This is an optimization exercise on Yosys and OpenROAD, whose aim is small area, a short achievable clock period and few clock cycles per item, not a production implementation. Function was not checked in any run shown here: the RTL went through the layout flow alone. Power is estimated from default activity; no workload was simulated.

==> flow/design.v, too long to show whole: its modules and the start of the top module <==
// module msf_decoder: 1195 lines
module msf_decoder (
    input  wire        clk,
    input  wire        rst,           
    input  wire        start,         
    input  wire [7:0]  count,         
    input  wire [31:0] start_time,    
    output reg  [7:0]  mem_raddr,
    input  wire [7:0]  mem_rdata,
    output reg         done,
    output reg  [8:0]  dstat,         
    output reg  [5:0]  secs,
    output reg  [7:0]  rd_ptr,
    output reg  [59:0] a_bits,        
    output reg  [59:0] b_bits,        
    output reg  [31:0] rec_ticks,
    output reg  [7:0]  rec_year,
    output reg  [7:0]  rec_month,
    output reg  [7:0]  rec_day,
    output reg  [2:0]  rec_dow,
    output reg  [7:0]  rec_hour,
    output reg  [7:0]  rec_minute,
    output reg         rec_bst,
    output reg  [15:0] rec_dut1
);
  // ...
==> flow/flow/run.sh <==
#!/bin/bash
# Standard layout, with the timing repair aiming below the clock period:
# repair_timing works on every path whose setup slack is under the margin.
set -euo pipefail
bash standard.sh finish SETUP_SLACK_MARGIN=22.6 > standard.log 2>&1
==> flow/standard.sh <==
#!/bin/bash
# synth_recipe.tcl (not shown) runs the flow's synth.tcl, then flattens the netlist and writes it again
# the make line also repeats each setting of config.mk as NAME=value (left out here)
make -C /OpenROAD-flow-scripts/flow DESIGN_CONFIG=/design/flow/config.mk WORK_HOME=/design/flow/orfs CLKGATE_MAP_FILE= SYNTH_SCRIPT=/design/flow/synth_recipe.tcl "${@:-finish}"
==> flow/config.mk <==
export PLATFORM = sky130hd
export DESIGN_NAME = msf_decoder
export DESIGN_NICKNAME = msf_decoder
export VERILOG_FILES = /design/flow/design.v
export SDC_FILE = /design/flow/constraint.sdc
export NUM_CORES = 4
export LEC_CHECK = 0
export CAP_MARGIN = 20
export CORE_MARGIN = 2
export CORE_UTILIZATION = 40
export PLACE_DENSITY = 0.6
export SLEW_MARGIN = 20
==> flow/constraint.sdc <==
create_clock -name core_clock -period 30.0 [get_ports {clk}]
set_input_delay 6.0000 -clock core_clock [delete_from_list [all_inputs] [get_ports {clk}]]
set_output_delay 6.0000 -clock core_clock [all_outputs]
set_load 0.01 [all_outputs]
==> results.txt, run 1 <==
----------------------------------------------------
[Cells and area]
  ClkCell Share ... 0.0475
  Most common library cell in the layout ignoring fill and taps ... sky130_fd_sc_hd__ha_1
  Cell class with the largest area share ... multi-input gates
  Number of antenna diodes ... 1
  Number of combinational gates with multiple inputs ... 2,930
  Fraction of area in registers ... 0.266
  Footprint of the flip-flops and latches ... 0.0105 sq mm
  Biggest registers after layout ... a_bits x60, b_bits x60
  Fill cell count ... 8,198

[Timing]
  Fin crit period ... 7.37 ns
  Setup TNS after final layout ... 0 ns
  Final Max Tran Viols ... 0
  Max Fclk ... between 100 and 150 MHz
  Part of the cycle the worst path needs ... 0.246

[Routing]
  WL/cell ... 18.6 microns
  Remaining routing DRC violations ... 0
  Final ANT Viol Nets ... 0

[Power and ir drop]
  Proportion of power drawn by the clock network ... 0.160
  Cell internal pwr ... 2.32 mW

[Global route]
  Number of global-route vias before repair ... ~26,000
  Met1 track utilization from global routing ... 0.287
  Most Used Layer, Global Route ... met2

[Min path]
  Min-Delay Path Class ... flop to flop
  Worst hold stages ... 0
  Worst Hold Endpoint ... Fok$_DFF_P_

[Logic synthesis]
  Multiplexer share of the synthesized area ... 0.0245
  Post-synthesis sequential area ratio ... 0.306

[Clocking]
  CTS Buf Count ... 53
  Total of hold buffers inserted after clock tree synthesis ... 0

[Status]
  Outcome ... timing/DRC/antenna clean

----------------------------------------------------
==> run 2, diff against run 1 <==
--- a/flow/design.v
+++ b/flow/design.v
@@ -22,17 +22,17 @@
     output reg         rec_bst,
     output reg  [15:0] rec_dut1
 );
     localparam [1:0] S_IDLE  = 2'd0,
                      S_INIT  = 2'd1,
                      S_RUN   = 2'd2,
                      S_FINAL = 2'd3;
     reg [1:0]  state;
-    reg [7:0]  cnt;
+    reg [7:0]  rem;              
     reg [31:0] stime;
     reg [2:0]  cd;               
     reg        ph;               
     reg [7:0]  R;                
     reg [7:0]  E;                
     function [4:0] t_u10;
         input [5:0] i;
         case (i)
@@ -895,71 +895,143 @@
             6'd58: t_z100 = 12'd2048;
             6'd59: t_z100 = 12'd2048;
             6'd60: t_z100 = 12'd2048;
             6'd61: t_z100 = 12'd2048;
             6'd62: t_z100 = 12'd2048;
             6'd63: t_z100 = 12'd2048;
         endcase
     endfunction
+    function gtc_6_58;    
+        input [5:0] x;
+        gtc_6_58 = (x[2] & x[5] & x[4] & x[3]) | (x[0] & x[5] & x[4] & x[3] & ~x[2] & x[1]);
+    endfunction
+    function gtc_8_2;    
+        input [7:0] x;
+        gtc_8_2 = (x[7]) | (x[6] & ~x[7]) | (x[5] & ~x[7] & ~x[6]) | (x[4] & ~x[7] & ~x[6] & ~x[5]) | (x[3] & ~x[7] & ~x[6] & ~x[5] & ~x[4]) | (x[2] & ~x[7] & ~x[6] & ~x[5] & ~x[4] & ~x[3]) | (x[0] & ~x[7] & ~x[6] & ~x[5] & ~x[4] & ~x[3] & ~x[2] & x[1]);
+    endfunction
+    function gtc_8_3;    
+        input [7:0] x;
+        gtc_8_3 = (x[7]) | (x[6] & ~x[7]) | (x[5] & ~x[7] & ~x[6]) | (x[4] & ~x[7] & ~x[6] & ~x[5]) | (x[3] & ~x[7] & ~x[6] & ~x[5] & ~x[4]) | (x[2] & ~x[7] & ~x[6] & ~x[5] & ~x[4] & ~x[3]);
+    endfunction
+    function gtc_8_4;    
+        input [7:0] x;
+        gtc_8_4 = (x[7]) | (x[6] & ~x[7]) | (x[5] & ~x[7] & ~x[6]) | (x[4] & ~x[7] & ~x[6] & ~x[5]) | (x[3] & ~x[7] & ~x[6] & ~x[5] & ~x[4]) | (x[1] & ~x[7] & ~x[6] & ~x[5] & ~x[4] & ~x[3] & x[2]) | (x[0] & ~x[7] & ~x[6] & ~x[5] & ~x[4] & ~x[3] & x[2] & ~x[1]);
+    endfunction
+    function gtc_8_5;    
+        input [7:0] x;
+        gtc_8_5 = (x[7]) | (x[6] & ~x[7]) | (x[5] & ~x[7] & ~x[6]) | (x[4] & ~x[7] & ~x[6] & ~x[5]) | (x[3] & ~x[7] & ~x[6] & ~x[5] & ~x[4]) | (x[1] & ~x[7] & ~x[6] & ~x[5] & ~x[4] & ~x[3] & x[2]);
+    endfunction
+    function gtc_8_8;    
+        input [7:0] x;
+        gtc_8_8 = (x[7]) | (x[6] & ~x[7]) | (x[5] & ~x[7] & ~x[6]) | (x[4] & ~x[7] & ~x[6] & ~x[5]) | (x[2] & ~x[7] & ~x[6] & ~x[5] & ~x[4] & x[3]) | (x[1] & ~x[7] & ~x[6] & ~x[5] & ~x[4] & x[3] & ~x[2]) | (x[0] & ~x[7] & ~x[6] & ~x[5] & ~x[4] & x[3] & ~x[2] & ~x[1]);
+    endfunction
+    function gtc_8_9;    
+        input [7:0] x;
+        gtc_8_9 = (x[7]) | (x[6] & ~x[7]) | (x[5] & ~x[7] & ~x[6]) | (x[4] & ~x[7] & ~x[6] & ~x[5]) | (x[2] & ~x[7] & ~x[6] & ~x[5] & ~x[4] & x[3]) | (x[1] & ~x[7] & ~x[6] & ~x[5] & ~x[4] & x[3] & ~x[2]);
+    endfunction
+    function gtc_8_151;    
+        input [7:0] x;
+        gtc_8_151 = (x[6] & x[7]) | (x[5] & x[7] & ~x[6]) | (x[3] & x[7] & ~x[6] & ~x[5] & x[4]);
+    endfunction
+    function gtc_8_170;    
+        input [7:0] x;
+        gtc_8_170 = (x[6] & x[7]) | (x[4] & x[7] & ~x[6] & x[5]) | (x[2] & x[7] & ~x[6] & x[5] & ~x[4] & x[3]) | (x[0] & x[7] & ~x[6] & x[5] & ~x[4] & x[3] & ~x[2] & x[1]);
+    endfunction
+    function gtc_8_174;    
+        input [7:0] x;
+        gtc_8_174 = (x[6] & x[7]) | (x[4] & x[7] & ~x[6] & x[5]) | (x[0] & x[7] & ~x[6] & x[5] & ~x[4] & x[3] & x[2] & x[1]);
+    endfunction
+    function gtc_10_89;    
+        input [9:0] x;
+        gtc_10_89 = (x[9]) | (x[8] & ~x[9]) | (x[7] & ~x[9] & ~x[8]) | (x[5] & ~x[9] & ~x[8] & ~x[7] & x[6]) | (x[2] & ~x[9] & ~x[8] & ~x[7] & x[6] & ~x[5] & x[4] & x[3]) | (x[1] & ~x[9] & ~x[8] & ~x[7] & x[6] & ~x[5] & x[4] & x[3] & ~x[2]);
+    endfunction
+    function gtc_10_149;    
+        input [9:0] x;
+        gtc_10_149 = (x[9]) | (x[8] & ~x[9]) | (x[6] & ~x[9] & ~x[8] & x[7]) | (x[5] & ~x[9] & ~x[8] & x[7] & ~x[6]) | (x[3] & ~x[9] & ~x[8] & x[7] & ~x[6] & ~x[5] & x[4]) | (x[1] & ~x[9] & ~x[8] & x[7] & ~x[6] & ~x[5] & x[4] & ~x[3] & x[2]);
+    endfunction
+    function gtc_10_249;    
+        input [9:0] x;
+        gtc_10_249 = (x[9]) | (x[8] & ~x[9]) | (x[2] & ~x[9] & ~x[8] & x[7] & x[6] & x[5] & x[4] & x[3]) | (x[1] & ~x[9] & ~x[8] & x[7] & x[6] & x[5] & x[4] & x[3] & ~x[2]);
+    endfunction
+    function gtc_10_874;    
+        input [9:0] x;
+        gtc_10_874 = (x[7] & x[9] & x[8]) | (x[4] & x[9] & x[8] & ~x[7] & x[6] & x[5]) | (x[2] & x[9] & x[8] & ~x[7] & x[6] & x[5] & ~x[4] & x[3]) | (x[0] & x[9] & x[8] & ~x[7] & x[6] & x[5] & ~x[4] & x[3] & ~x[2] & x[1]);
+    endfunction
+    function gtc_10_934;    
+        input [9:0] x;
+        gtc_10_934 = (x[6] & x[9] & x[8] & x[7]) | (x[4] & x[9] & x[8] & x[7] & ~x[6] & x[5]) | (x[3] & x[9] & x[8] & x[7] & ~x[6] & x[5] & ~x[4]) | (x[0] & x[9] & x[8] & x[7] & ~x[6] & x[5] & ~x[4] & ~x[3] & x[2] & x[1]);
+    endfunction
+    function gtc_12_899;    
+        input [11:0] x;
+        gtc_12_899 = (x[11]) | (x[10] & ~x[11]) | (x[6] & ~x[11] & ~x[10] & x[9] & x[8] & x[7]) | (x[5] & ~x[11] & ~x[10] & x[9] & x[8] & x[7] & ~x[6]) | (x[4] & ~x[11] & ~x[10] & x[9] & x[8] & x[7] & ~x[6] & ~x[5]) | (x[3] & ~x[11] & ~x[10] & x[9] & x[8] & x[7] & ~x[6] & ~x[5] & ~x[4]) | (x[2] & ~x[11] & ~x[10] & x[9] & x[8] & x[7] & ~x[6] & ~x[5] & ~x[4] & ~x[3]);
+    endfunction
+    function gtc_12_1499;    
+        input [11:0] x;
+        gtc_12_1499 = (x[11]) | (x[9] & ~x[11] & x[10]) | (x[5] & ~x[11] & x[10] & ~x[9] & x[8] & x[7] & x[6]) | (x[2] & ~x[11] & x[10] & ~x[9] & x[8] & x[7] & x[6] & ~x[5] & x[4] & x[3]);
+    endfunction
+    function gtc_14_14;    
+        input [13:0] x;
+        gtc_14_14 = (x[13]) | (x[12] & ~x[13]) | (x[11] & ~x[13] & ~x[12]) | (x[10] & ~x[13] & ~x[12] & ~x[11]) | (x[9] & ~x[13] & ~x[12] & ~x[11] & ~x[10]) | (x[8] & ~x[13] & ~x[12] & ~x[11] & ~x[10] & ~x[9]) | (x[7] & ~x[13] & ~x[12] & ~x[11] & ~x[10] & ~x[9] & ~x[8]) | (x[6] & ~x[13] & ~x[12] & ~x[11] & ~x[10] & ~x[9] & ~x[8] & ~x[7]) | (x[5] & ~x[13] & ~x[12] & ~x[11] & ~x[10] & ~x[9] & ~x[8] & ~x[7] & ~x[6]) | (x[4] & ~x[13] & ~x[12] & ~x[11] & ~x[10] & ~x[9] & ~x[8] & ~x[7] & ~x[6] & ~x[5]) | (x[0] & ~x[13] & ~x[12] & ~x[11] & ~x[10] & ~x[9] & ~x[8] & ~x[7] & ~x[6] & ~x[5] & ~x[4] & x[3] & x[2] & x[1]);
+    endfunction
     wire [8:0]  d70 = {1'b0, R} - 9'd70;
     wire [8:0]  d80 = {1'b0, R} - 9'd80;
     wire [8:0]  d90 = {1'b0, R} - 9'd90;
     wire        s70 = d70[8], s80 = d80[8], s90 = d90[8];
     wire [6:0]  u70 = d70[6:0] ^ {7{s70}};
     wire [6:0]  u80 = d80[6:0] ^ {7{s80}};
     wire [6:0]  u90 = d90[6:0] ^ {7{s90}};
     wire [10:0] p70 = {1'b0, u70, 3'd0} + {2'b0, u70, 2'd0} + {3'b0, u70, 1'b0}
                     + {5'd0, t_c70({s70, u70})};
     wire [10:0] p80 = {1'b0, u80, 3'd0} + {2'b0, u80, 2'd0} + {5'd0, u80[6:1]}
                     + {7'd0, s80, s80, 1'b0, s80};
     wire [10:0] p90 = {1'b0, u90, 3'd0} + {3'b0, u90, 1'b0} + {4'd0, u90}
                     + {6'd0, t_c90({s90, u90})};
-    wire        f70 = (R > 8'd174);
-    wire        f80 = (R < 8'd9)  | (R > 8'd151);
-    wire        f90 = (R < 8'd10) | (R > 8'd170);
+    wire        f70 = gtc_8_174(R);
+    wire        f80 = ~gtc_8_8(R)  | gtc_8_151(R);
+    wire        f90 = ~gtc_8_9(R) | gtc_8_170(R);
     wire [9:0]  s2  = {2'b0, E} + {2'b0, R} - 10'd100;
     wire        g2  = s2[9];
     wire [6:0]  m2  = s2[6:0] ^ {7{g2}};
     wire [9:0]  d2  = {m2, 3'd0} + {2'b0, m2, 1'b0} + {6'd0, g2, 1'b0, g2, 1'b0};
-    wire        f2  = g2 ? (s2 < 10'd935) : (s2 > 10'd89);
+    wire        f2  = g2 ? ~gtc_10_934(s2) : gtc_10_89(s2);
     wire [4:0]  ue  = t_u10(E[5:0]);
     wire [4:0]  uo  = t_u10(R[5:0]);
     wire [4:0]  xs  = {1'b0, ue[3:0]} + {1'b0, uo[3:0]};
     reg  [9:0]  Sp;      
     reg  [11:0] Z100;    
     wire [9:0]  s4  = {Sp[8], Sp[8:0]} + {2'b0, R};
     wire        g4  = s4[9];
     wire [7:0]  m4  = s4[7:0] ^ {8{g4}};
-    wire        f4  = Sp[9] | (g4 ? (s4 < 10'd875) : (s4 > 10'd149));
+    wire        f4  = Sp[9] | (g4 ? ~gtc_10_874(s4) : gtc_10_149(s4));
     wire [11:0] w4  = {1'b0, Z100[10:0]} + {1'b0, m4, 3'd0} + {3'b0, m4, 1'b0}
                     + {8'd0, g4, 1'b0, g4, 1'b0};
     reg  [11:0] P70;     
     reg  [10:0] P80, P90, D2;
     reg  [9:0]  S2;      
     reg  [5:0]  X;       
     reg  [11:0] W;       
     wire [10:0] a11 = t_a11(E[5:0]);
     wire [10:0] a10 = t_a10(E[5:0]);
     wire [10:0] a00 = t_a00(E[5:0]);
     wire        eh  = |E[7:6];
     wire [11:0] t11 = {2'b0, a11[9:0]} + {1'b0, P70[10:0]} + {2'b0, D2[9:0]};
     wire [11:0] t10 = {2'b0, a10[9:0]} + {2'b0, P80[9:0]} + {2'b0, D2[9:0]};
     wire [11:0] t00 = {2'b0, a00[9:0]} + {2'b0, P90[9:0]} + {2'b0, D2[9:0]};
-    wire        b11 = eh | a11[10] | P70[11] | D2[10] | (t11 >= 12'd900);
-    wire        b10 = eh | a10[10] | P80[10] | D2[10] | (t10 >= 12'd900);
-    wire        b00 = eh | a00[10] | P90[10] | D2[10] | (t00 >= 12'd900);
+    wire        b11 = eh | a11[10] | P70[11] | D2[10] | gtc_12_899(t11);
+    wire        b10 = eh | a10[10] | P80[10] | D2[10] | gtc_12_899(t10);
+    wire        b00 = eh | a00[10] | P90[10] | D2[10] | gtc_12_899(t00);
     wire [12:0] t4  = {1'b0, W[11:0]} + {2'b0, P70[10:0]};
-    wire        b4  = W[11] | P70[11] | (t4 > 13'd2047);
+    wire        b4  = W[11] | P70[11] | (|t4[12:11]);
     wire [4:0]  ur  = t_u10(R[5:0]);
     wire [5:0]  zs  = {1'b0, X[4:0]} + {2'b0, ur[3:0]};
     wire        zb  = X[5] | ur[4] | (|R[7:6]);
     wire [11:0] z100 = t_z100(zs);
     wire [9:0]  sp  = {S2[8], S2[8:0]} + {2'b0, R};           
-    wire        spb = S2[9] | (~sp[9] & (sp > 10'd149));
+    wire        spb = S2[9] | (~sp[9] & gtc_10_149(sp));
     reg  [9:0]  T11, T10, T00;
     reg  [10:0] T4;
     function [1:0] mod3;
         input [9:0] n;
         integer k;
         reg [1:0] r;
         begin
             r = 2'd0;
@@ -973,53 +1045,57 @@
             mod3 = r;
         end
     endfunction
     function lt3;
         input [10:0] d;
         input [1:0]  ra;
         lt3 = ~d[10] & (d[9:2] != 8'd0 || d[1:0] > 2'd2 - ra);
     endfunction
+    function gt3;
+        input [10:0] d;
+        input [1:0]  rb;
+        gt3 = d[10] & (d[9:2] != 8'hff || {1'b0, d[1:0]} < 3'd2 + {1'b0, rb});
+    endfunction
     wire [1:0]  r11 = mod3(T11), r10 = mod3(T10), r00 = mod3(T00);
     wire [10:0] dA  = {1'b0, T10} - {1'b0, T11};
     wire [10:0] dB  = {1'b0, T00} - {1'b0, T11};
     wire [10:0] dC  = {1'b0, T00} - {1'b0, T10};
-    wire l11_10 = lt3(dA, r11), l10_11 = lt3(-dA, r10);
-    wire l11_00 = lt3(dB, r11), l00_11 = lt3(-dB, r00);
-    wire l10_00 = lt3(dC, r10), l00_10 = lt3(-dC, r00);
+    wire l11_10 = lt3(dA, r11), l10_11 = gt3(dA, r10);
+    wire l11_00 = lt3(dB, r11), l00_11 = gt3(dB, r00);
+    wire l10_00 = lt3(dC, r10), l00_10 = gt3(dC, r00);
     wire w11 = l11_10 & l11_00;
     wire w10 = l10_11 & l10_00;
     wire w00 = l00_11 & l00_10;
     wire sel11 = ~l10_11 & ~l00_11;
     wire sel10 = ~sel11 & ~l00_10;
     wire [9:0] tsel = sel11 ? T11 : (sel10 ? T10 : T00);
     wire [1:0] rsel = sel11 ? r11 : (sel10 ? r10 : r00);
-    wire ok2 = (w11 & (T11 != 10'd900)) | (w10 & (T10 != 10'd900)) | (w00 & (T00 != 10'd900));
-    reg  [9:0] Mt;
-    reg  [1:0] Mr;
+    wire [9:0] fmin = tsel - {8'd0, rsel};
+    wire ok2 = (w11 | w10 | w00) & (fmin != 10'd900);
+    reg  [9:0] Mf;       
     reg        Mok, Ma, Mb;
-    wire [13:0] x3 = {2'b0, T4, 1'b0} + {3'b0, T4} - {2'b0, Mt, 2'b0} - {4'b0, Mt}
-                   + {9'd0, Mr, 2'b0} + {12'd0, Mr};
-    reg        Flt, Fge, Fok, Fa, Fb;
-    wire        have4 = ({1'b0, rd_ptr} + 9'd4 <= {1'b0, cnt});
+    wire [13:0] x3 = {2'b0, T4, 1'b0} + {3'b0, T4} - {2'b0, Mf, 2'b0} - {4'b0, Mf};
+    reg        Flt, Fgt, Fok, Fa, Fb;
+    reg         Cl2, Cn2, Cl4, Cn4;
+    wire        have4 = ~Cn2;                    
     wire        acc01 = have4 & Flt;
-    wire        accw  = Fok & (~have4 | Fge);
+    wire        accw  = Fok & (~have4 | Fgt);
     wire        acc   = acc01 | accw;
     wire        abit  = accw & Fa;
     wire        bbit  = (accw & Fb) | acc01;
     wire [7:0] rd2 = rd_ptr + 8'd2;
     wire [7:0] rd4 = rd_ptr + 8'd4;
     wire [7:0] rdn = acc01 ? rd4 : rd2;
-    wire [8:0] rdn1 = {1'b0, rdn} + 9'd1;
-    wire       last = (secs == 6'd59) || ({1'b0, rdn} >= {1'b0, cnt});
-    wire       lone = (rdn1 >= {1'b0, cnt});
+    wire       last = acc01 ? Cl4 : Cl2;
+    wire       lone = acc01 ? Cn4 : Cn2;
     function [7:0] bcd;
         input [7:0] v;
         begin
-            bcd = v[7:4] * 8'd10 + {4'd0, v[3:0]};
+            bcd = {{1'b0, v[7:4], 2'b0} + {3'b0, v[7:4]} + {4'b0, v[3:1]}, v[0]};
         end
     endfunction
     reg [7:0] w_year, w_month, w_day, w_dow, w_hour, w_minute;
     reg [7:0] w_sync;
     integer   i;
     always @* begin
         for (i = 0; i < 8; i = i + 1) w_year[7-i]   = a_bits[16+i];    
         w_month = 8'd0;
@@ -1035,72 +1111,86 @@
         for (i = 0; i < 8; i = i + 1) w_sync[7-i]   = a_bits[51+i];    
     end
     wire e_sync     = (w_sync != 8'h7E);
     wire e_par_year = ~(^a_bits[23:16] ^ b_bits[53]);
     wire e_par_date = ~(^a_bits[34:24] ^ b_bits[54]);
     wire e_par_dow  = ~(^a_bits[37:35] ^ b_bits[55]);
     wire e_par_time = ~(^a_bits[50:38] ^ b_bits[56]);
     wire frame_ok   = ~(e_sync | e_par_year | e_par_date | e_par_dow | e_par_time);
-    wire empty      = (cnt == 8'd0);
-    wire check      = !empty && !dstat[2] && (secs >= 6'd59);
-    function [3:0] lead1;
-        input [7:0] w;    
-        integer j;
-        reg     run;
-        begin
-            lead1 = 4'd0;
-            run   = 1'b1;
-            for (j = 0; j < 8; j = j + 1) begin
-                if (run && w[j]) lead1 = lead1 + 4'd1;
-                else             run   = 1'b0;
-            end
-        end
+    wire check      = !dstat[1] && !dstat[2] && gtc_6_58(secs);
+    function [3:0] lead1;    
+        input [7:0] w;
+        casez (w)
+            8'b???????0: lead1 = 4'd0;
+            8'b??????01: lead1 = 4'd1;
+            8'b?????011: lead1 = 4'd2;
+            8'b????0111: lead1 = 4'd3;
+            8'b???01111: lead1 = 4'd4;
+            8'b??011111: lead1 = 4'd5;
+            8'b?0111111: lead1 = 4'd6;
+            8'b01111111: lead1 = 4'd7;
+            default:     lead1 = 4'd8;
+        endcase
     endfunction
     wire [3:0]  npos = lead1(b_bits[7:0]);
     wire [3:0]  nneg = lead1(b_bits[15:8]);
-    wire [15:0] dut1 = (npos != 4'd0) ? {12'd0, npos} * 16'd100
-                                      : 16'd0 - {12'd0, nneg} * 16'd100;
+    function [15:0] x100;    
+        input [3:0] n;
+        case (n)
+            4'd1: x100 = 16'd100;  4'd2: x100 = 16'd200;  4'd3: x100 = 16'd300;
+            4'd4: x100 = 16'd400;  4'd5: x100 = 16'd500;  4'd6: x100 = 16'd600;
+            4'd7: x100 = 16'd700;  4'd8: x100 = 16'd800;  default: x100 = 16'd0;
+        endcase
+    endfunction
+    function [15:0] xm100;   
+        input [3:0] n;
+        case (n)
+            4'd1: xm100 = -16'sd100;  4'd2: xm100 = -16'sd200;  4'd3: xm100 = -16'sd300;
+            4'd4: xm100 = -16'sd400;  4'd5: xm100 = -16'sd500;  4'd6: xm100 = -16'sd600;
+            4'd7: xm100 = -16'sd700;  4'd8: xm100 = -16'sd800;  default: xm100 = 16'd0;
+        endcase
+    endfunction
+    wire [15:0] dut1 = (npos != 4'd0) ? x100(npos) : xm100(nneg);
     always @(posedge clk) begin
         R <= mem_rdata;
         if (ph) E <= R;
         P70 <= {f70, p70};
-        P80 <= {f80 | (p80 >= 11'd1024), p80[9:0]};
-        P90 <= {f90 | (p90 >= 11'd1024), p90[9:0]};
+        P80 <= {f80 | p80[10], p80[9:0]};
+        P90 <= {f90 | p90[10], p90[9:0]};
         D2  <= {f2, d2};
-        S2  <= {~g2 & (s2 > 10'd249), s2[8:0]};
+        S2  <= {~g2 & gtc_10_249(s2), s2[8:0]};
         X   <= {ue[4] | uo[4] | (|E[7:6]) | (|R[7:6]), xs[4:0]};
-        W   <= {f4 | Z100[11] | (w4 >= 12'd1500), w4[10:0]};
+        W   <= {f4 | Z100[11] | gtc_12_1499(w4), w4[10:0]};
         T11 <= b11 ? 10'd900 : t11[9:0];
         T10 <= b10 ? 10'd900 : t10[9:0];
         T00 <= b00 ? 10'd900 : t00[9:0];
         T4  <= b4 ? 11'd2047 : t4[10:0];
         Z100 <= {zb | z100[11], z100[10:0]};
         Sp  <= {spb, sp[8:0]};
         if (!ph) begin
-            Mt  <= tsel;
-            Mr  <= rsel;
+            Mf  <= fmin;
             Mok <= ok2;
             Ma  <= w11 | w10;
             Mb  <= w11;
         end
         Flt <= x3[13];
-        Fge <= ~x3[13] & (x3 >= 14'd15);
+        Fgt <= ~x3[13] & gtc_14_14(x3);
         Fok <= Mok;
         Fa  <= Ma;
         Fb  <= Mb;
-        if (state == S_IDLE) begin
-            cnt   <= count;
-            stime <= start_time;
-        end
+        Cl2 <= (secs == 6'd59) | ~gtc_8_2(rem);
+        Cn2 <= ~gtc_8_3(rem);
+        Cl4 <= (secs == 6'd59) | ~gtc_8_4(rem);
+        Cn4 <= ~gtc_8_5(rem);
+        if (state == S_IDLE) stime <= start_time;
     end
-    wire clr = rst | (state == S_INIT);
     wire wr  = (state == S_RUN) & (cd == 3'd0) & acc;
     always @(posedge clk) begin
-        if (clr) begin
+        if (rst || state == S_INIT) begin
             a_bits <= 60'd0;
             b_bits <= 60'd0;
         end else if (wr) begin
             a_bits[secs] <= abit;
             b_bits[secs] <= bbit;
         end
     end
     always @(posedge clk) begin
@@ -1124,54 +1214,56 @@
             rec_dut1   <= 16'd0;
         end else begin
             done <= 1'b0;
             ph   <= ~ph;
             if (cd != 3'd0) cd <= cd - 3'd1;
             case (state)
                 S_IDLE: begin
                     mem_raddr <= {7'd0, start};
+                    rem       <= count;
                     ph        <= 1'b0;
                     if (start) state <= S_INIT;
                 end
                 S_INIT: begin
                     mem_raddr <= mem_raddr + 8'd1;
                     dstat     <= 9'd0;
                     secs      <= 6'd0;
                     cd        <= 3'd6;
-                    if (cnt == 8'd1) rd_ptr <= 8'd1;    
+                    dstat[1]  <= (rem == 8'd0);         
+                    if (rem == 8'd1) rd_ptr <= 8'd1;    
                     else             rd_ptr <= 8'd0;
-                    state <= (cnt[7:1] == 7'd0) ? S_FINAL : S_RUN;
+                    state <= (rem[7:1] == 7'd0) ? S_FINAL : S_RUN;
                 end
                 S_RUN: begin
                     mem_raddr <= mem_raddr + 8'd1;
                     if (cd == 3'd0) begin
                         if (acc) begin
                             secs <= secs + 6'd1;
+                            rem  <= acc01 ? {rem[7:2] - 6'd1, rem[1:0]} : {rem[7:1] - 7'd1, rem[0]};
                             cd   <= acc01 ? 3'd3 : 3'd1;
                             if (last) begin
                                 rd_ptr <= rdn;
                                 state  <= S_FINAL;
                             end else if (lone) begin
-                                rd_ptr <= rdn1[7:0];
+                                rd_ptr <= {rdn[7:1], 1'b1};    
                                 state  <= S_FINAL;
                             end else begin
                                 rd_ptr <= rdn;
                             end
                         end else begin
                             dstat[2] <= 1'b1;                   
                             rd_ptr   <= rd2;
                             state    <= S_FINAL;
                         end
                     end
                 end
                 S_FINAL: begin
                     mem_raddr <= 8'd0;
-                    dstat[1]  <= empty;
-                    dstat[3]  <= (secs < 6'd59);                
+                    dstat[3]  <= ~gtc_6_58(secs);               
                     if (check) begin
                         dstat[4] <= e_sync;
                         dstat[5] <= e_par_year;
                         dstat[6] <= e_par_date;
                         dstat[7] <= e_par_dow;
                         dstat[8] <= e_par_time;
                         dstat[0] <= frame_ok;
                         if (frame_ok) begin
==> flow/run.sh (new file) <==
#!/bin/bash
# synth_recipe.tcl (not shown) runs the flow's synth.tcl, then flattens the netlist and writes it again
# the make line also repeats each setting of config.mk as NAME=value (left out here)
make -C /OpenROAD-flow-scripts/flow DESIGN_CONFIG=/design/flow/config.mk WORK_HOME=/design/flow/orfs CLKGATE_MAP_FILE= SYNTH_SCRIPT=/design/flow/synth_recipe.tcl finish
removed: flow/flow/run.sh
removed: flow/standard.sh
==> results.txt, run 2 <==
----------------------------------------------------
[Critical path]
  Worst setup path start ... secs[0]$_SDFFE_PP0P_
  Critical path's slowest cell ... sky130_fd_sc_hd__clkdlybuf4s50_1
  Ordered cell list for the critical path ... clkdlybuf4s50_1
  Worst path max stage delay ... 0.73 ns
  Reg2reg start ... T10[4]$_SDFF_PP0_
  Critical path capture point type ... output port
  Critical path arrival ... 2.03 ns
  Reg2reg end ... Mok$_DFFE_PN_
  Top Family by Delay on Critical Path ... buffers and inverters
  Endpoint required time on the critical path ... roughly 24 ns
  R2r setup slk ... ~23 ns
  R2R cell count ... 23
  Critical path buffer and inverter count ... 1
  Crit Path Category ... flop to output port
  Crit start category ... flop
  Maximum fanout encountered on the critical timing path ... 15

[Min path]
  Worst Hold Endpoint ... Fb$_DFF_P_
  Hold path start ... Mb$_DFFE_PN_
  Min-Delay Path Class ... flop to flop
  Worst hold stages ... 0 (unchanged)

[Cells and area]
  Layout cells sized above 1 ... 0.0456
  Fill cell count ... 7,725 (-5.8%)
  Most common library cell in the layout ignoring fill and taps ... sky130_fd_sc_hd__dfxtp_1
  Biggest registers after layout ... a_bits x60, b_bits x60
  Number of antenna diodes ... 0 (-1)
  Post-route cell area ... between 0.03 and 0.04 sq mm
  Syn-to-layout area delta ... 17.5%
  Number of nets in the final layout ... about 4,400
  Most frequent cells in the layout ... 423 x sky130_fd_sc_hd__dfxtp_1, 408 x sky130_fd_sc_hd__nand2_1, 330 x sky130_fd_sc_hd__ha_1
  Count of non-filler cells in the finished layout ... 4,966

[Clocking]
  Clock latency (worst-skew pair) ... 0.62 ns
  CTS Buf Count ... 53 (unchanged)
  Total number of H-tree levels ... 2
  Post-CTS resize count ... 0
  Clock transition at path regs ... 0.06 ns
  CTS tree ... done
  Buffer depth of the longest clock path ... 3
  Total clock sinks ... just under 500
  Clock root buffer ... sky130_fd_sc_hd__clkbuf_16
  # Post-CTS Setup Buffers ... 0
  Total of hold buffers inserted after clock tree synthesis ... 0 (unchanged)

[Global route]
  Largest net degree at the start of global routing ... 82
  Number of global-route vias before repair ... 24,942 (-4.8%)
  Antenna violations before repair ... 0
  Grt ovf ... 0
  Global-route total usage across every layer ... 0.222
  First-pass GRT wire length ... 144,000 microns

[Power and ir drop]
  Net load switching power ... between 1.5 and 2 mW
  Cell internal pwr ... 2.18 mW (-5.9%)
  Leak pwr ... 14.6 nW
  Switching share of power ... 0.443
  Flop pwr share ... 0.234
  Power Density ... between 100 and 150 mW/mm^2
  Highest ir drop seen on vdd ... 0.0000982 V
  Proportion of power drawn by the clock network ... 0.165 (+0.005)
  Logic pwr share ... 0.601

[Routing]
  Number of DRC markers after the initial detailed-route iteration ... 1,787
  Final wirelength ... 92,100 microns
  WL/cell ... 18.6 microns (about the same)
  Final ANT Viol Nets ... 0 (unchanged)
  Total vias in the final route ... around 26,000
  Router iterations before antenna repair ... 5
  Per-cell via count in the routed design ... between 5 and 6
  Remaining routing DRC violations ... 0 (unchanged)

[Logic synthesis]
  Number of flip-flops and latches in the synthesized netlist ... approximately 480
  Post-synthesis sequential area ratio ... 0.327 (+0.0209)
  Unique cell type count in the Yosys netlist ... 99
  Dominant cells by area after synthesis ... sky130_fd_sc_hd__dfxtp_1 27%, sky130_fd_sc_hd__ha_1 13%, sky130_fd_sc_hd__edfxtp_1 5.8%
  Synthesized area divided by synthesized cell count ... 8.59 sq um
  Most used DFF post-synth ... sky130_fd_sc_hd__dfxtp_1
  Synthesized area ... 0.0315 sq mm
  Area share of the leading cell type in the synthesized netlist ... 0.269
  Async set-reset flop share out of synthesis ... 0
  Synthesis warning total ... 1
  Top cells by count, synth ... 423 x sky130_fd_sc_hd__dfxtp_1, 408 x sky130_fd_sc_hd__nand2_1, 331 x sky130_fd_sc_hd__ha_1
  Synthesized instance count ... 3,664
  Post-synth top area cell ... sky130_fd_sc_hd__dfxtp_1
  Count of flip-flops with a built-in enable after synthesis ... 61
  Cell with the most instances after synthesis ... sky130_fd_sc_hd__dfxtp_1

[Floorplan]
  Width of the die ... about 280 microns
  Number of rows in the core area ... 102
  Number of I/O pins ... roughly 300
  Core Region ... 0.0776 sq mm
  Area of the die ... 0.0809 sq mm
  Vertical die dimension ... approximately 280 microns
  Initial Utilization ... 0.405

[Placed design]
  Count of input and output buffers ... around 280
  Placement Setup Slack ... ~22 ns
  Post-detail-place hpwl ... 70,200 microns
  Gp weighted congestion ... 0.888
  Placed cell count ... 4,866
  Post-place instance area ... 0.0353 sq mm

[Timing]
  Fin crit period ... 8.03 ns (+0.668 ns)
  Max Fclk ... 124 MHz (-8.3%)
  Final setup vio count ... 0
  Part of the cycle the worst path needs ... 0.268 (+0.0223)
  RSZ-0062 raised after global routing ... false
  Final Max Tran Viols ... 0 (unchanged)
  Setup TNS after final layout ... 0 ns (unchanged)
  Worst Clk Skew ... between 0.02 and 0.025 ns
  Tightest Pin Transition ... 1.09 ns
  Relative slew slack ... 0.273
  Final Hold Fails ... 0
  Final hold slack ... 0.344 ns
  Worst path setup slack after routing ... 21.97 ns

[Status]
  Outcome ... timing/DRC/antenna clean

[Flow run]
  Number of maximum-capacitance violations ... 0

----------------------------------------------------
-- run 2: cell types whose count changed after synthesis, moves of 45 or more --
cell,before,now
sky130_fd_sc_hd__nor2_1,262,330
sky130_fd_sc_hd__a22oi_1,9,75
sky130_fd_sc_hd__nand3_1,132,72
sky130_fd_sc_hd__ha_1,380,331
sky130_fd_sc_hd__a21oi_1,281,326
sky130_fd_sc_hd__a32o_1,51,0
-- run 2: worst max-delay path by stage --
stage	depth (start not counted)	endpoint	slack, ns
after floorplan	6	a_bits[0]$_SDFFE_PP0P_	22.78
after detailed placement	4	b_bits[16]$_SDFFE_PP0P_	22.11
final	1	secs[0]	21.97
after global routing	1	secs[0]	21.89
after global placement	4	b_bits[28]$_SDFFE_PP0P_	22.11
after CTS	1	secs[0]	21.94
-- run 2: cell families (layout without fill, tap and decap cells) --
group / count (synthesis) / after routing / share of synthesized area
AOI/OAI and AO/OA: 933 / 933 / 0.185
muxes: 36 / 36 / 0.0129
adders and majority gates: 420 / 420 / 0.188
buffers and inverters: 410 / 663 / 0.0526
DFF: 484 / 484 / 0.327
xor gates and xnor gates: 254 / 254 / 0.0707
and+or+nand+nor: 1126 / 1126 / 0.163
other: 1 / 10 / 0.000119
-- run 2: metrics by stage --
stage	total power [mW]	utilization
floorplan	2.70	-
global placement	3.28	0.454
detailed placement	3.29	0.454
CTS	3.95	0.477
global route	4.30	0.477
finish	3.92	0.477
-- run 2: area by class of cell --
type                    count  area [sq um]  share of cell area
multi-input cells        2779         19600               0.530
flip-flops and latches    484         10300               0.279
clock inverters            24           209             0.00565
clock buffers              76          1510              0.0409
repair buffers            331          3190              0.0864
well taps                1040          1300              0.0352
inverters                 232           871              0.0236
-- run 2: power by group through the flow --
stage / sequential (mW) / clock, mW / combinational [mW]
6_report: 0.917 / 0.646 / 2.36
5_1_grt: 0.929 / 0.686 / 2.68
4_1_cts: 0.920 / 0.660 / 2.37
3_5_place_dp: 0.933 / 0 / 2.35
3_3_place_gp: 0.932 / 0 / 2.35
2_1_floorplan: 0.883 / 0 / 1.82
-- run 2: metal layers --
layer / part of all wire / GRT usage / routed length (microns)
met5: 0 / 0 / 0
met4: 0.044 / 0.0967 / 4090
met1: 0.45 / 0.294 / 41300
met2: 0.46 / 0.362 / 42100
met3: 0.050 / 0.0282 / 4600
==> run 3, diff against run 2 <==
==> flow/flow/run.sh (new file) <==
#!/bin/bash
# Standard layout (standard.sh: the standard flow's own ORFS run, synthesis unchanged) with
# two settings changed:
#  - timing repair aims for setup slack SETUP_SLACK_MARGIN below the clock
#    period, so that it shortens the critical paths instead of stopping as
#    soon as the 30 ns period is met;
#  - ports are buffered with the small buf_1 (the resizer upsizes it where
#    timing needs it) instead of the default delay-cell buffer.
set -euo pipefail
bash standard.sh finish SETUP_SLACK_MARGIN=22.8 \
    "BUFFER_PORTS_ARGS=-buffer_cell sky130_fd_sc_hd__buf_1" > standard.log 2>&1
==> flow/standard.sh (new file) <==
#!/bin/bash
# synth_recipe.tcl (not shown) runs the flow's synth.tcl, then flattens the netlist and writes it again
# the make line also repeats each setting of config.mk as NAME=value (left out here)
make -C /OpenROAD-flow-scripts/flow DESIGN_CONFIG=/design/flow/config.mk WORK_HOME=/design/flow/orfs CLKGATE_MAP_FILE= SYNTH_SCRIPT=/design/flow/synth_recipe.tcl "${@:-finish}"
removed: flow/run.sh
==> results.txt, run 3 <==
----------------------------------------------------
[Status]
  Outcome ... timing/DRC/antenna clean

[Logic synthesis]
  Synthesis warning total ... 1 (unchanged)
  Count of flip-flops with a built-in enable after synthesis ... 61 (unchanged)
  Async set-reset flop share out of synthesis ... 0 (unchanged)
  Dominant cells by area after synthesis ... sky130_fd_sc_hd__dfxtp_1 27%, sky130_fd_sc_hd__ha_1 13%, sky130_fd_sc_hd__edfxtp_1 5.8%
  Number of flip-flops and latches in the synthesized netlist ... 484 (unchanged)
  Area share of the leading cell type in the synthesized netlist ... 0.269 (unchanged)
  Synthesized instance count ... 3,664 (unchanged)
  Top cells by count, synth ... 423 x sky130_fd_sc_hd__dfxtp_1, 408 x sky130_fd_sc_hd__nand2_1, 331 x sky130_fd_sc_hd__ha_1
  Synthesized area divided by synthesized cell count ... 8.59 sq um (unchanged)
  Post-synthesis sequential area ratio ... 0.327 (unchanged)
  Post-synth top area cell ... sky130_fd_sc_hd__dfxtp_1
  Unique cell type count in the Yosys netlist ... 99 (unchanged)
  Most used DFF post-synth ... sky130_fd_sc_hd__dfxtp_1
  Synthesized area ... 0.0315 sq mm (unchanged)
  Cell with the most instances after synthesis ... sky130_fd_sc_hd__dfxtp_1

[Cells and area]
  Footprint of the flip-flops and latches ... 0.0105 sq mm (+1.9%)
  Number of nets in the final layout ... 4,367 (+0.37%)
  Most frequent cells in the layout ... 408 x sky130_fd_sc_hd__nand2_1, 345 x sky130_fd_sc_hd__dfxtp_1, 330 x sky130_fd_sc_hd__ha_1
  Layout cells sized above 1 ... 0.0970 (+0.0514)
  Footprint of the multi-input gates ... 0.0196 sq mm (+0.17%)
  Biggest registers after layout ... a_bits x60, b_bits x60
  Most common library cell in the layout ignoring fill and taps ... sky130_fd_sc_hd__nand2_1
  Fill cell count ... 7,647 (-1.0%)
  Count of non-filler cells in the finished layout ... 4,980 (+0.28%)
  Syn-to-layout area delta ... 13.9%
  Number of antenna diodes ... 0 (unchanged)

[Placed design]
  Placed cell count ... 4,863 (-0.062%)
  Post-detail-place hpwl ... 67,700 microns (-3.6%)
  Gp weighted congestion ... 0.935 (+5.3%)
  Count of input and output buffers ... 284 (unchanged)

[Global route]
  Global-route total usage across every layer ... 0.217 (-0.00501)
  First-pass GRT wire length ... 141,000 microns (-1.9%)
  Antenna violations before repair ... 1 (+1)
  Number of global-route vias before repair ... 24,643 (-1.2%)
  Largest net degree at the start of global routing ... 68 (-17%)
  Grt ovf ... 0 (unchanged)

[Clocking]
  Total clock sinks ... 484 (unchanged)
  Buffer depth of the longest clock path ... 3 (unchanged)
  Clock latency (worst-skew pair) ... 0.62 ns (about the same)
  CTS tree ... done
  Total of hold buffers inserted after clock tree synthesis ... 0 (unchanged)
  Total number of H-tree levels ... 2 (unchanged)
  CTS Buf Count ... 51 (-3.8%)
  Clock transition at path regs ... 0.06 ns (about the same)
  Clock root buffer ... sky130_fd_sc_hd__clkbuf_16

[Power and ir drop]
  Proportion of power drawn by the clock network ... 0.171 (+0.006)
  Switching share of power ... 0.440 (-0.00378)
  Leak pwr ... 14.6 nW (-0.15%)
  Net load switching power ... 1.72 mW (-1.2%)
  Highest ir drop seen on vdd ... 0.0000899 V (-8.4%)
  Cell internal pwr ... 2.19 mW (+0.29%)
  Power Density ... 109 mW/mm^2 (+2.8%)
  Flop pwr share ... 0.234 (about the same)
  Logic pwr share ... 0.595 (-0.006)

[Timing]
  Worst Clk Skew ... 0.0204 ns (-0.00153 ns)
  Part of the cycle the worst path needs ... 0.239 (-0.0283)
  Setup TNS after final layout ... 0 ns (unchanged)
  Max Fclk ... 139 MHz (+12%)
  Final Max Tran Viols ... 0 (unchanged)
  Tightest Pin Transition ... 0.987 ns (-0.0995 ns)
  Final Hold Fails ... 0 (unchanged)
  Final setup vio count ... 0 (unchanged)
  Fin crit period ... 7.18 ns (-0.850 ns)
  RSZ-0062 raised after global routing ... false
  Relative slew slack ... 0.337 (+0.0634)
  Final hold slack ... 0.354 ns (+0.0108 ns)

[Critical path]
  Critical path buffer and inverter count ... 1 (unchanged)
  Worst path max stage delay ... 0.40 ns (-0.33 ns)
  Crit Path Category ... flop to output port
  Crit start category ... flop
  Critical path arrival ... 1.18 ns (-0.85 ns)
  Endpoint required time on the critical path ... 24.00 ns (about the same)
  Maximum fanout encountered on the critical timing path ... 5 (-10)
  Critical path capture point type ... output port
  Top Family by Delay on Critical Path ... flip-flops
  Critical path's slowest cell ... sky130_fd_sc_hd__dfxtp_4
  Ordered cell list for the critical path ... buf_4

[Routing]
  Final ANT Viol Nets ... 0 (unchanged)
  Router iterations before antenna repair ... 6 (+1)
  WL/cell ... 18.2 microns (-1.9%)
  Remaining routing DRC violations ... 0 (unchanged)
  Total vias in the final route ... 26,660 (+0.80%)
  Number of DRC markers after the initial detailed-route iteration ... 2,147 (+20%)
  Per-cell via count in the routed design ... 5.35 (+0.51%)
  Final wirelength ... 90,700 microns (-1.6%)

[Floorplan]
  Vertical die dimension ... 284 microns (unchanged)
  Core Region ... 0.0776 sq mm (unchanged)
  Width of the die ... 284 microns (unchanged)
  Initial Utilization ... 0.405 (unchanged)
  Number of I/O pins ... 295 (unchanged)
  Number of rows in the core area ... 102 (unchanged)
  Area of the die ... 0.0809 sq mm (unchanged)

[Flow run]
  Number of maximum-capacitance violations ... 0 (unchanged)

[Min path]
  Min-Delay Path Class ... flop to flop

----------------------------------------------------
==> run 3: cell counts after synthesis <==
No cell type changed its count.
==> run 3: final cells by class <==
class | count | area share
clock buffers | 67 | 0.0398
well taps | 1040 | 0.0363
clock inverters | 29 | 0.0102
repair buffers | 347 | 0.0487
multi-input cells | 2781 | 0.548
inverters | 232 | 0.0243
flip-flops and latches | 484 | 0.293
==> run 3: kinds of logic after synthesis <==
logic type / count (synthesis) / share of synthesized area
xor+xnor: 254 / 0.0707
compound gates: 933 / 0.185
fa+ha+maj: 420 / 0.188
flops: 484 / 0.327
simple gates: 1126 / 0.163
buf+inv: 410 / 0.0526
mux: 36 / 0.0129
other cells: 1 / 0.000119
==> run 3: final timing paths <==
check                          start  slack [ns]  depth (start not counted)       endpoint
max reg2reg             R[2]$_DFF_P_       23.46                         26  W[11]$_DFF_P_
min reg2reg             Ma$_DFFE_PN_        0.35                          0     Fa$_DFF_P_
min                     Ma$_DFFE_PN_        0.35                          0     Fa$_DFF_P_
max          b_bits[10]$_SDFFE_PP0P_       22.82                          1     b_bits[10]
==> run 3: timing repair <==
item | CTS | global route
resized for setup | 220 | 33
setup buffers | 11 | 8
pin swaps | 1 | 0
cloned | 1 | 1
setup endpoints to repair | 169 | 99
endpoints found under the hold margin | 0 | 0
==> run 3: metrics by stage <==
step	setup WS (ns)	area (sq um)	utilization	total power [mW]
4_1_cts	22.74	35700	0.460	3.93
5_1_grt	22.80	35800	0.462	4.29
2_1_floorplan	22.78	31500	-	2.70
3_3_place_gp	21.85	33500	0.431	3.23
3_5_place_dp	21.86	33500	0.431	3.24
6_report	22.82	35800	0.462	3.91
==> run 3: per-layer routing <==
| layer | track usage | routed length [microns] | share of wire |
|---|---|---|---|
| met5 | 0 | 0 | 0 |
| met3 | 0.0245 | 4500 | 0.050 |
| met1 | 0.297 | 41400 | 0.46 |
| met4 | 0.101 | 4440 | 0.049 |
| met2 | 0.341 | 40400 | 0.45 |
==> run 3: power groups by stage <==
stage / Combinational [mW] / Sequential [mW] / Clock [mW]
after floorplan: 1.82 / 0.883 / 0
after global placement: 2.30 / 0.933 / 0
after detailed placement: 2.31 / 0.935 / 0
after CTS: 2.33 / 0.918 / 0.682
after global routing: 2.65 / 0.926 / 0.707
final: 2.32 / 0.915 / 0.669

==> port drivers added, routing unchanged <==
The flow's constraints put no driver on any port. The routed layouts listed below were extracted and timed again, unchanged, in two steps. Step 1 assumes that a clkbuf_16 drives the clock port and a buf_2 every other input. Step 2, shift: input delay + t, output delay - t, t = (earliest + latest rising clock arrival at the registers) / 2. This alone moves slack from input paths to output paths. Three values: ideal, step 1, step 2; two values: the first two.
| run | t, ns | setup slack, ns | latest minus earliest clock arrival (ns) |
|---|---|---|---|
| run 1 | 0.680 | 22.633 / 22.565 / 22.005 | 0.021 / 0.020 |
| run 2 | 0.674 | 21.965 / 21.897 / 22.070 | 0.031 / 0.031 |
| run 3 | 0.680 | 22.815 / 22.749 / 22.304 | 0.024 / 0.024 |
After both steps setup and hold are still met in every run listed. The setup slack of run 1, which loses most, moves by -0.068 ns with the drivers and by -0.628 ns with both steps.
